Context: an optimization exercise on an open-source flow, tuned for small area and a short achievable clock period. The choices shown serve that exercise and are no tape-out recipe.
RTL that was checked went through simulation tests only; none was proved equivalent to the original.
The clock port is modelled as an ideal driver, which makes a skipped or thinned clock tree look cheaper than it is; a real chip needs a root buffer or a tree.
Power and IR drop assume default switching activity.

==> run a: inputs <==
==> flow/design.v <==
module k2mix_rxdec (
    input  wire        clk,
    input  wire        rst,         
    input  wire        in_valid,
    input  wire [7:0]  in_byte,
    input  wire        in_last,
    output reg         out_valid,
    output reg  [2:0]  out_st,
    output reg  [7:0]  out_cmd,
    output reg  [7:0]  out_plen,
    output reg  [2:0]  out_kind,
    output reg  [7:0]  out_node,
    output reg  [31:0] out_val
);
    localparam [7:0] START_BYTE            = 8'h02;
    localparam [7:0] STOP_BYTE             = 8'h03;
    localparam [7:0] CMD_GET_VALUES        = 8'h04;
    localparam [7:0] CMD_SET_DUTY          = 8'h05;
    localparam [7:0] CMD_SET_CURRENT       = 8'h06;
    localparam [7:0] CMD_SET_CURRENT_BRAKE = 8'h07;
    localparam [7:0] CMD_FORWARD           = 8'h22;
    localparam [2:0] ST_OK    = 3'd1;
    localparam [2:0] ST_SHORT = 3'd2;
    localparam [2:0] ST_START = 3'd3;
    localparam [2:0] ST_LEN   = 3'd4;
    localparam [2:0] ST_SIZE  = 3'd5;
    localparam [2:0] ST_STOP  = 3'd6;
    localparam [2:0] ST_CRC   = 3'd7;
    localparam [2:0] K_RAW = 3'd0, K_DUTY = 3'd1, K_CURRENT = 3'd2,
                     K_BRAKE = 3'd3, K_GETVALUES = 3'd4, K_ROUTED = 3'd5;
    localparam [8:0] POS0 = 9'd508;
    reg         v_r;        
    reg         l_r;        
    reg  [7:0]  b_r;
    reg         rst_r;      
    always @(posedge clk) begin
        rst_r <= rst;
        v_r <= in_valid & ~rst;
        l_r <= in_last;
        b_r <= in_byte;
    end
    reg  [8:0]  pos;
    reg  [15:0] crc;
    reg         b0ok;       
    reg         p2is5;      
    wire [15:0] crc_nx;
    wire [7:0]  cx = crc[15:8] ^ b_r;
    wire [7:0]  cy = cx ^ {4'd0, cx[7:4]};
    assign crc_nx = {crc[7:0], 8'd0} ^ {cy[3:0], 12'd0} ^ {3'd0, cy, 5'd0} ^ {8'd0, cy};
    wire at0 = (pos == POS0);
    wire at1 = (pos == POS0 + 9'd1);
    wire at2 = (pos == POS0 + 9'd2);
    wire at3 = (pos == POS0 + 9'd3);
    wire at4 = (pos == 9'd0);
    wire l5  = (out_plen == 8'd5);
    wire l7  = (out_plen == 8'd7);
    wire l1  = (out_plen == 8'd1);
    wire val_sh = (l5 & (at3 | (pos <= 9'd2))) | (l7 & (pos >= 9'd1) & (pos <= 9'd4));
    wire short_c = (pos[8] & pos[7]) | at4;
    wire size_ok = (pos == {1'b0, out_plen});
    reg  [2:0] st;
    always @(*) begin
        if (short_c)                st = ST_SHORT;
        else if (!b0ok)             st = ST_START;
        else if (out_plen == 8'd0)  st = ST_LEN;
        else if (!size_ok)          st = ST_SIZE;
        else if (b_r != STOP_BYTE) st = ST_STOP;
        else if (crc != 16'd0)      st = ST_CRC;
        else                        st = ST_OK;
    end
    wire ok = (st == ST_OK);
    reg [2:0] kind;
    always @(*) begin
        if (l5 && out_cmd == CMD_SET_DUTY)                 kind = K_DUTY;
        else if (l5 && out_cmd == CMD_SET_CURRENT)         kind = K_CURRENT;
        else if (l5 && out_cmd == CMD_SET_CURRENT_BRAKE)   kind = K_BRAKE;
        else if (l1 && out_cmd == CMD_GET_VALUES)          kind = K_GETVALUES;
        else if (l7 && out_cmd == CMD_FORWARD && p2is5)    kind = K_ROUTED;
        else                                               kind = K_RAW;
    end
    wire has_val = (kind == K_DUTY) | (kind == K_CURRENT) | (kind == K_BRAKE) | (kind == K_ROUTED);
    wire last = v_r & l_r;
    wire take = v_r & ~l_r;             
    wire pos_sat  = pos[8] & ~pos[7];
    wire pos_set  = rst_r | last;
    wire pos_inc  = take & ~pos_sat;
    wire [8:0] pos_nx = pos + {8'd0, pos_inc};
    always @(posedge clk) begin
        pos       <= pos_set ? POS0 : pos_nx;
        out_valid <= ~rst & last;
    end
    wire crc_ld   = v_r & ~(at0 | at1);
    wire b0_ld    = v_r & at0;
    wire p2_ld    = v_r & at4;
    wire plen_ld  = take & at1;
    wire cmd_ld   = take & at2;
    wire node_ld  = take & at3;
    wire val_ld   = take & val_sh;
    wire res_keep  = ~last | ok;                        
    wire node_keep = ~last | (ok & (kind == K_ROUTED));
    wire val_keep  = ~last | (ok & has_val);
    wire [15:0] crc_d;
    wire [7:0]  plen_d, cmd_d, node_d;
    wire [31:0] val_d;
    wire        b0ok_d, p2is5_d;
    k2mix_sel2 #(16) u_crc  (.a(crc_ld),  .b(~v_r),                  .x(crc_nx),   .y(crc),      .z(crc_d));
    k2mix_sel2 #(8)  u_plen (.a(plen_ld), .b(~plen_ld & res_keep),   .x(b_r),      .y(out_plen), .z(plen_d));
    k2mix_sel2 #(8)  u_cmd  (.a(cmd_ld),  .b(~cmd_ld & res_keep),    .x(b_r),      .y(out_cmd),  .z(cmd_d));
    k2mix_sel2 #(8)  u_node (.a(node_ld), .b(~node_ld & node_keep),  .x(b_r),      .y(out_node), .z(node_d));
    k2mix_sel2 #(1)  u_b0   (.a(b0_ld),   .b(~b0_ld),                .x(b_r == START_BYTE),   .y(b0ok),  .z(b0ok_d));
    k2mix_sel2 #(1)  u_p2   (.a(p2_ld),   .b(~p2_ld),                .x(b_r == CMD_SET_DUTY), .y(p2is5), .z(p2is5_d));
    k2mix_sel2 #(32) u_val  (.a(val_ld),  .b(~val_ld & val_keep),    .x({out_val[23:0], b_r}), .y(out_val), .z(val_d));
    always @(posedge clk) begin
        crc      <= crc_d;
        b0ok     <= b0ok_d;
        p2is5    <= p2is5_d;
        out_st   <= st;
        out_kind <= ok ? kind : K_RAW;
        out_plen <= plen_d;
        out_cmd  <= cmd_d;
        out_node <= node_d;
        out_val  <= val_d;
    end
endmodule
module k2mix_sel2 #(parameter W = 8) (
    input  wire         a,
    input  wire         b,
    input  wire [W-1:0] x,
    input  wire [W-1:0] y,
    output wire [W-1:0] z
);
    assign z = ({W{a}} & x) | ({W{b}} & y);
endmodule
==> flow/flow/run.sh <==
#!/bin/bash
# The standard layout, with two changes:
# - the port buffers are made of the smallest buffer (buf_1) instead of the
#   one buffer_ports picks by default;
# - the clock tree is one level of clock buffers (cts.tcl) instead of
#   ORFS's CTS step, for a shorter clock insertion delay, followed by a
#   timing repair (gate sizing only; port buffers kept) aimed at a
#   2.7 ns period.
set -euo pipefail
here=$(pwd)
ARGS=('BUFFER_PORTS_ARGS=-buffer_cell sky130_fd_sc_hd__buf_1')
bash standard.sh "${ARGS[@]}" place > flow_place.log 2>&1
RES=$(ls -d "$here"/orfs/results/*/k2mix_rxdec/base)
KEEP_PORT_BUFS=1 REPAIR_MARGIN=7.3 REPAIR_SEQ=sizeup \
  RES=$RES NBUF=${NBUF:-4} BUFCELL=${BUFCELL:-sky130_fd_sc_hd__clkbuf_16} \
  openroad -no_init -exit "$here/flow/cts.tcl" > flow_cts.log 2>&1
cp "$RES/4_1_cts.odb" "$RES/4_cts.odb"
cp "$RES/3_place.sdc" "$RES/4_cts.sdc"
bash standard.sh "${ARGS[@]}" finish > flow_finish.log 2>&1
==> flow/flow/cts.tcl <==
# A one-level clock tree: the clock port drives NBUF clock buffers, each
# placed at the centre of a group of nearby flip-flops (k-means on their
# placed positions) and driving that group's clock pins. Replaces ORFS's
# CTS step; reads 3_place.odb and writes 4_1_cts.odb. With REPAIR_MARGIN set,
# it then repairs setup timing with that margin (REPAIR_SEQ moves), leaving
# the port buffers as they are when KEEP_PORT_BUFS is set.
set R $::env(RES)
set P $::env(FLOW_HOME)/platforms/sky130hd
set nbuf $::env(NBUF)
set bufcell $::env(BUFCELL)
read_db $R/3_place.odb
read_liberty $P/lib/sky130_fd_sc_hd__tt_025C_1v80.lib
read_sdc $R/3_place.sdc
source $P/setRC.tcl

set db [ord::get_db]
set block [ord::get_db_block]
set clknet [$block findNet clk]
set sinks {}
foreach it [$clknet getITerms] {
  lappend sinks $it
}
puts "clock sinks: [llength $sinks]"

# positions
set xs {}; set ys {}
foreach it $sinks {
  set b [[$it getInst] getBBox]
  lappend xs [expr {([$b xMin] + [$b xMax]) / 2.0}]
  lappend ys [expr {([$b yMin] + [$b yMax]) / 2.0}]
}
set n [llength $sinks]

# k-means, seeded with sinks spread along the sorted x+y order
set order [lsort -real -indices [lmap x $xs y $ys {expr {$x + $y}}]]
set cx {}; set cy {}
for {set k 0} {$k < $nbuf} {incr k} {
  set i [lindex $order [expr {int(($k + 0.5) * $n / $nbuf)}]]
  lappend cx [lindex $xs $i]; lappend cy [lindex $ys $i]
}
set cap [expr {int(ceil(double($n) / $nbuf)) + 2}]
for {set iter 0} {$iter < 50} {incr iter} {
  # balanced assignment: nearest centre with room, sinks in order of
  # their best distance
  set pairs {}
  for {set i 0} {$i < $n} {incr i} {
    for {set k 0} {$k < $nbuf} {incr k} {
      set d [expr {abs([lindex $xs $i] - [lindex $cx $k]) + abs([lindex $ys $i] - [lindex $cy $k])}]
      lappend pairs [list $d $i $k]
    }
  }
  set pairs [lsort -real -index 0 $pairs]
  set asg [lrepeat $n -1]
  set cnt [lrepeat $nbuf 0]
  foreach p $pairs {
    lassign $p d i k
    if {[lindex $asg $i] >= 0} continue
    if {[lindex $cnt $k] >= $cap} continue
    lset asg $i $k
    lset cnt $k [expr {[lindex $cnt $k] + 1}]
  }
  set sx [lrepeat $nbuf 0.0]; set sy [lrepeat $nbuf 0.0]
  for {set i 0} {$i < $n} {incr i} {
    set k [lindex $asg $i]
    lset sx $k [expr {[lindex $sx $k] + [lindex $xs $i]}]
    lset sy $k [expr {[lindex $sy $k] + [lindex $ys $i]}]
  }
  set moved 0
  for {set k 0} {$k < $nbuf} {incr k} {
    set c [lindex $cnt $k]
    if {$c == 0} continue
    set nx [expr {[lindex $sx $k] / $c}]; set ny [expr {[lindex $sy $k] / $c}]
    if {abs($nx - [lindex $cx $k]) > 1 || abs($ny - [lindex $cy $k]) > 1} { set moved 1 }
    lset cx $k $nx; lset cy $k $ny
  }
  if {!$moved} break
}
puts "groups: $cnt"

set master [$db findMaster $bufcell]
for {set k 0} {$k < $nbuf} {incr k} {
  set inst [odb::dbInst_create $block $master "clkbuf_cts_$k"]
  set net [odb::dbNet_create $block "clk_cts_$k"]
  $net setSigType CLOCK
  [$inst findITerm A] connect $clknet
  [$inst findITerm X] connect $net
  $inst setLocation [expr {int([lindex $cx $k])}] [expr {int([lindex $cy $k])}]
  $inst setPlacementStatus PLACED
  set nets($k) $net
}
for {set i 0} {$i < $n} {incr i} {
  set it [lindex $sinks $i]
  $it disconnect
  $it connect $nets([lindex $asg $i])
}

detailed_placement
check_placement -verbose
estimate_parasitics -placement
set_propagated_clock [all_clocks]
report_design_area
report_worst_slack -max
# Timing repair aimed below the design's period (sizing, buffering and
# load splitting only), when REPAIR_MARGIN is set.
if {[info exists ::env(REPAIR_MARGIN)] && $::env(REPAIR_MARGIN) ne ""} {
  # the port buffers keep the smallest buffer
  if {[info exists ::env(KEEP_PORT_BUFS)]} {
    foreach inst [$block getInsts] {
      set nm [$inst getName]
      if {[regexp {^(input|output)[0-9]+$} $nm]} { set_dont_touch [get_cells $nm] }
    }
  }
  repair_timing -setup -setup_margin $::env(REPAIR_MARGIN) -sequence $::env(REPAIR_SEQ) -verbose
  # later steps connect power only to cells that are not dont_touch
  foreach inst [$block getInsts] {
    set nm [$inst getName]
    if {[regexp {^(input|output)[0-9]+$} $nm]} { unset_dont_touch [get_cells $nm] }
  }
  global_connect
  detailed_placement
  check_placement -verbose
  estimate_parasitics -placement
  report_design_area
  report_worst_slack -max
}
report_clock_skew
report_checks -path_delay max -group_path_count 3
report_checks -path_delay min -group_path_count 1
report_worst_slack -max
report_worst_slack -min
write_db $R/4_1_cts.odb
==> flow/standard.sh <==
#!/bin/bash
# synth_recipe.tcl (not shown) runs the flow's synth.tcl, then flattens the netlist and writes it again
# the make line also repeats each setting of config.mk as NAME=value (left out here)
make -C /OpenROAD-flow-scripts/flow DESIGN_CONFIG=/design/flow/config.mk WORK_HOME=/design/flow/orfs CLKGATE_MAP_FILE= SYNTH_SCRIPT=/design/flow/synth_recipe.tcl "${@:-finish}"
==> flow/config.mk <==
export PLATFORM = sky130hd
export DESIGN_NAME = k2mix_rxdec
export DESIGN_NICKNAME = k2mix_rxdec
export VERILOG_FILES = /design/flow/design.v
export SDC_FILE = /design/flow/constraint.sdc
export NUM_CORES = 4
export LEC_CHECK = 0
export CAP_MARGIN = 20
export CORE_MARGIN = 2
export CORE_UTILIZATION = 60
export PLACE_DENSITY = 0.85
export SLEW_MARGIN = 20
export SYNTH_HIERARCHICAL = 1
export SYNTH_MINIMUM_KEEP_SIZE = 0
==> flow/constraint.sdc <==
create_clock -name core_clock -period 10.0 [get_ports {clk}]
set_input_delay 2.0000 -clock core_clock [delete_from_list [all_inputs] [get_ports {clk}]]
set_output_delay 2.0000 -clock core_clock [all_outputs]
set_load 0.01 [all_outputs]
==> run b: changes against run a <==
--- a/flow/design.v
+++ b/flow/design.v
@@ -34,5 +34,3 @@
     reg  [7:0]  b_r;
-    reg         rst_r;      
     always @(posedge clk) begin
-        rst_r <= rst;
         v_r <= in_valid & ~rst;
@@ -84,7 +82,10 @@
     wire pos_sat  = pos[8] & ~pos[7];
-    wire pos_set  = rst_r | last;
-    wire pos_inc  = take & ~pos_sat;
-    wire [8:0] pos_nx = pos + {8'd0, pos_inc};
+    wire pos_set  = rst | last;
+    wire pos_inc  = ~rst & take & ~pos_sat;
+    wire pos_keep = ~pos_set & ~pos_inc;
+    wire [8:0] pos_p1 = pos + 9'd1;
+    wire [8:0] pos_nx;
+    k2mix_sel2 #(9) u_pos (.a(pos_inc), .b(pos_keep), .x(pos_p1), .y(pos), .z(pos_nx));
     always @(posedge clk) begin
-        pos       <= pos_set ? POS0 : pos_nx;
+        pos       <= pos_nx | ({9{pos_set}} & POS0);
         out_valid <= ~rst & last;
@@ -104,3 +105,3 @@
     wire [31:0] val_d;
-    wire        b0ok_d, p2is5_d;
+    wire [1:0]  flag_d;
     k2mix_sel2 #(16) u_crc  (.a(crc_ld),  .b(~v_r),                  .x(crc_nx),   .y(crc),      .z(crc_d));
@@ -109,4 +110,2 @@
     k2mix_sel2 #(8)  u_node (.a(node_ld), .b(~node_ld & node_keep),  .x(b_r),      .y(out_node), .z(node_d));
-    k2mix_sel2 #(1)  u_b0   (.a(b0_ld),   .b(~b0_ld),                .x(b_r == START_BYTE),   .y(b0ok),  .z(b0ok_d));
-    k2mix_sel2 #(1)  u_p2   (.a(p2_ld),   .b(~p2_ld),                .x(b_r == CMD_SET_DUTY), .y(p2is5), .z(p2is5_d));
     k2mix_sel2 #(32) u_val  (.a(val_ld),  .b(~val_ld & val_keep),    .x({out_val[23:0], b_r}), .y(out_val), .z(val_d));
@@ -114,4 +113,4 @@
         crc      <= crc_d;
-        b0ok     <= b0ok_d;
-        p2is5    <= p2is5_d;
+        b0ok     <= (b0_ld & (b_r == START_BYTE)) | (~b0_ld & b0ok);
+        p2is5    <= (p2_ld & (b_r == CMD_SET_DUTY)) | (~p2_ld & p2is5);
         out_st   <= st;
--- a/flow/flow/run.sh
+++ b/flow/flow/run.sh
@@ -5,5 +5,3 @@
 # - the clock tree is one level of clock buffers (cts.tcl) instead of
-#   ORFS's CTS step, for a shorter clock insertion delay, followed by a
-#   timing repair (gate sizing only; port buffers kept) aimed at a
-#   2.7 ns period.
+#   ORFS's CTS step, for a shorter clock insertion delay.
 set -euo pipefail
@@ -13,4 +11,3 @@
 RES=$(ls -d "$here"/orfs/results/*/k2mix_rxdec/base)
-KEEP_PORT_BUFS=1 REPAIR_MARGIN=7.3 REPAIR_SEQ=sizeup \
-  RES=$RES NBUF=${NBUF:-4} BUFCELL=${BUFCELL:-sky130_fd_sc_hd__clkbuf_16} \
+RES=$RES NBUF=${NBUF:-4} BUFCELL=${BUFCELL:-sky130_fd_sc_hd__clkbuf_16} \
   openroad -no_init -exit "$here/flow/cts.tcl" > flow_cts.log 2>&1
--- a/flow/flow/cts.tcl
+++ b/flow/flow/cts.tcl
@@ -3,5 +3,3 @@
 # placed positions) and driving that group's clock pins. Replaces ORFS's
-# CTS step; reads 3_place.odb and writes 4_1_cts.odb. With REPAIR_MARGIN set,
-# it then repairs setup timing with that margin (REPAIR_SEQ moves), leaving
-# the port buffers as they are when KEEP_PORT_BUFS is set.
+# CTS step; reads 3_place.odb and writes 4_1_cts.odb.
 set R $::env(RES)
@@ -100,27 +98,2 @@
 set_propagated_clock [all_clocks]
-report_design_area
-report_worst_slack -max
-# Timing repair aimed below the design's period (sizing, buffering and
-# load splitting only), when REPAIR_MARGIN is set.
-if {[info exists ::env(REPAIR_MARGIN)] && $::env(REPAIR_MARGIN) ne ""} {
-  # the port buffers keep the smallest buffer
-  if {[info exists ::env(KEEP_PORT_BUFS)]} {
-    foreach inst [$block getInsts] {
-      set nm [$inst getName]
-      if {[regexp {^(input|output)[0-9]+$} $nm]} { set_dont_touch [get_cells $nm] }
-    }
-  }
-  repair_timing -setup -setup_margin $::env(REPAIR_MARGIN) -sequence $::env(REPAIR_SEQ) -verbose
-  # later steps connect power only to cells that are not dont_touch
-  foreach inst [$block getInsts] {
-    set nm [$inst getName]
-    if {[regexp {^(input|output)[0-9]+$} $nm]} { unset_dont_touch [get_cells $nm] }
-  }
-  global_connect
-  detailed_placement
-  check_placement -verbose
-  estimate_parasitics -placement
-  report_design_area
-  report_worst_slack -max
-}
 report_clock_skew
CORE_UTILIZATION = 40   (was 60)
PLACE_DENSITY = 0.6   (was 0.85)
==> summary.txt <==
In combinational power, run b is at 5.7 times the value of run a.
In run a the via count is larger than in run b, by about 2.3%.
Hold slack: run b is better than run a (0.0059 ns).
Sequential power: run b is larger than run a (about 16%).
Against run a, the clock skew of run b is higher by 0.00084 ns.
Between run b and run a, the lower cell area is in run a (gap about 2.5%, measured against run a).
==> figures <==
| item | run a | run b |
|---|---|---|
| Run status | complete, no violations | complete, no violations |
| GR Util met3 | 1.95% | 1.57% |
| Startpoint-to-endpoint class of the critical path | register to register | primary input to register |
| Seq. pwr | 417 uW | 482 uW |
| Relative contribution of combinational cells to total power | 5.1% | 21.5% |
| Post-layout util | 66.9% | 44.6% |
| Power density of the placed cells | 145 nW/um2 | 191 nW/um2 |
| Placeable core region | 6350 um2 | 9770 um2 |
| RD Place Congestion | 0.903 | 0.764 |
| Max stage delay on crit path | 0.85 ns | 0.79 ns |
| Count of multi-input gates | 221 | 224 |
| Final Net Count | 426 | 429 |
| Total net switching power | 122 uW | 226 uW |
No functional check of the RTL was part of run b. In every run of this note, the design's own scripts or RTL, not TritonCTS, make the clock network.

[re-timing with driven ports]
In the flow no input, the clock included, has a driving cell. The finished layouts below were timed again as built, in two steps. Step 1, drivers: a clkbuf_16 drives clk and a buf_2 each remaining input, both assumed. Step 2 times the ports against the registers' clock, not the clock port: input delays grow and output delays shrink by t, the midpoint of the rising clock arrivals with the driver on. Slacks: no drivers / after step 1 / after step 2; pairs: no drivers / after step 1.
| run | t, ns | setup slack, ns | slew at the worst register clock pin (ns) | worst slew at a driven data input, ns | cell pins on the clock port's net |
|---|---|---|---|---|---|
| run a | 0.227 | 7.220 / 7.187 / 7.219 | 0.10 / 0.10 | 0.03 | 4 |
| run b | 0.229 | 6.816 / 6.873 / 6.643 | 0.10 / 0.10 | 0.03 | 4 |
After both steps setup and hold are still met in every run listed. For run b, which loses most, drivers alone change the setup slack by +0.057 ns; drivers and shift together by -0.173 ns.
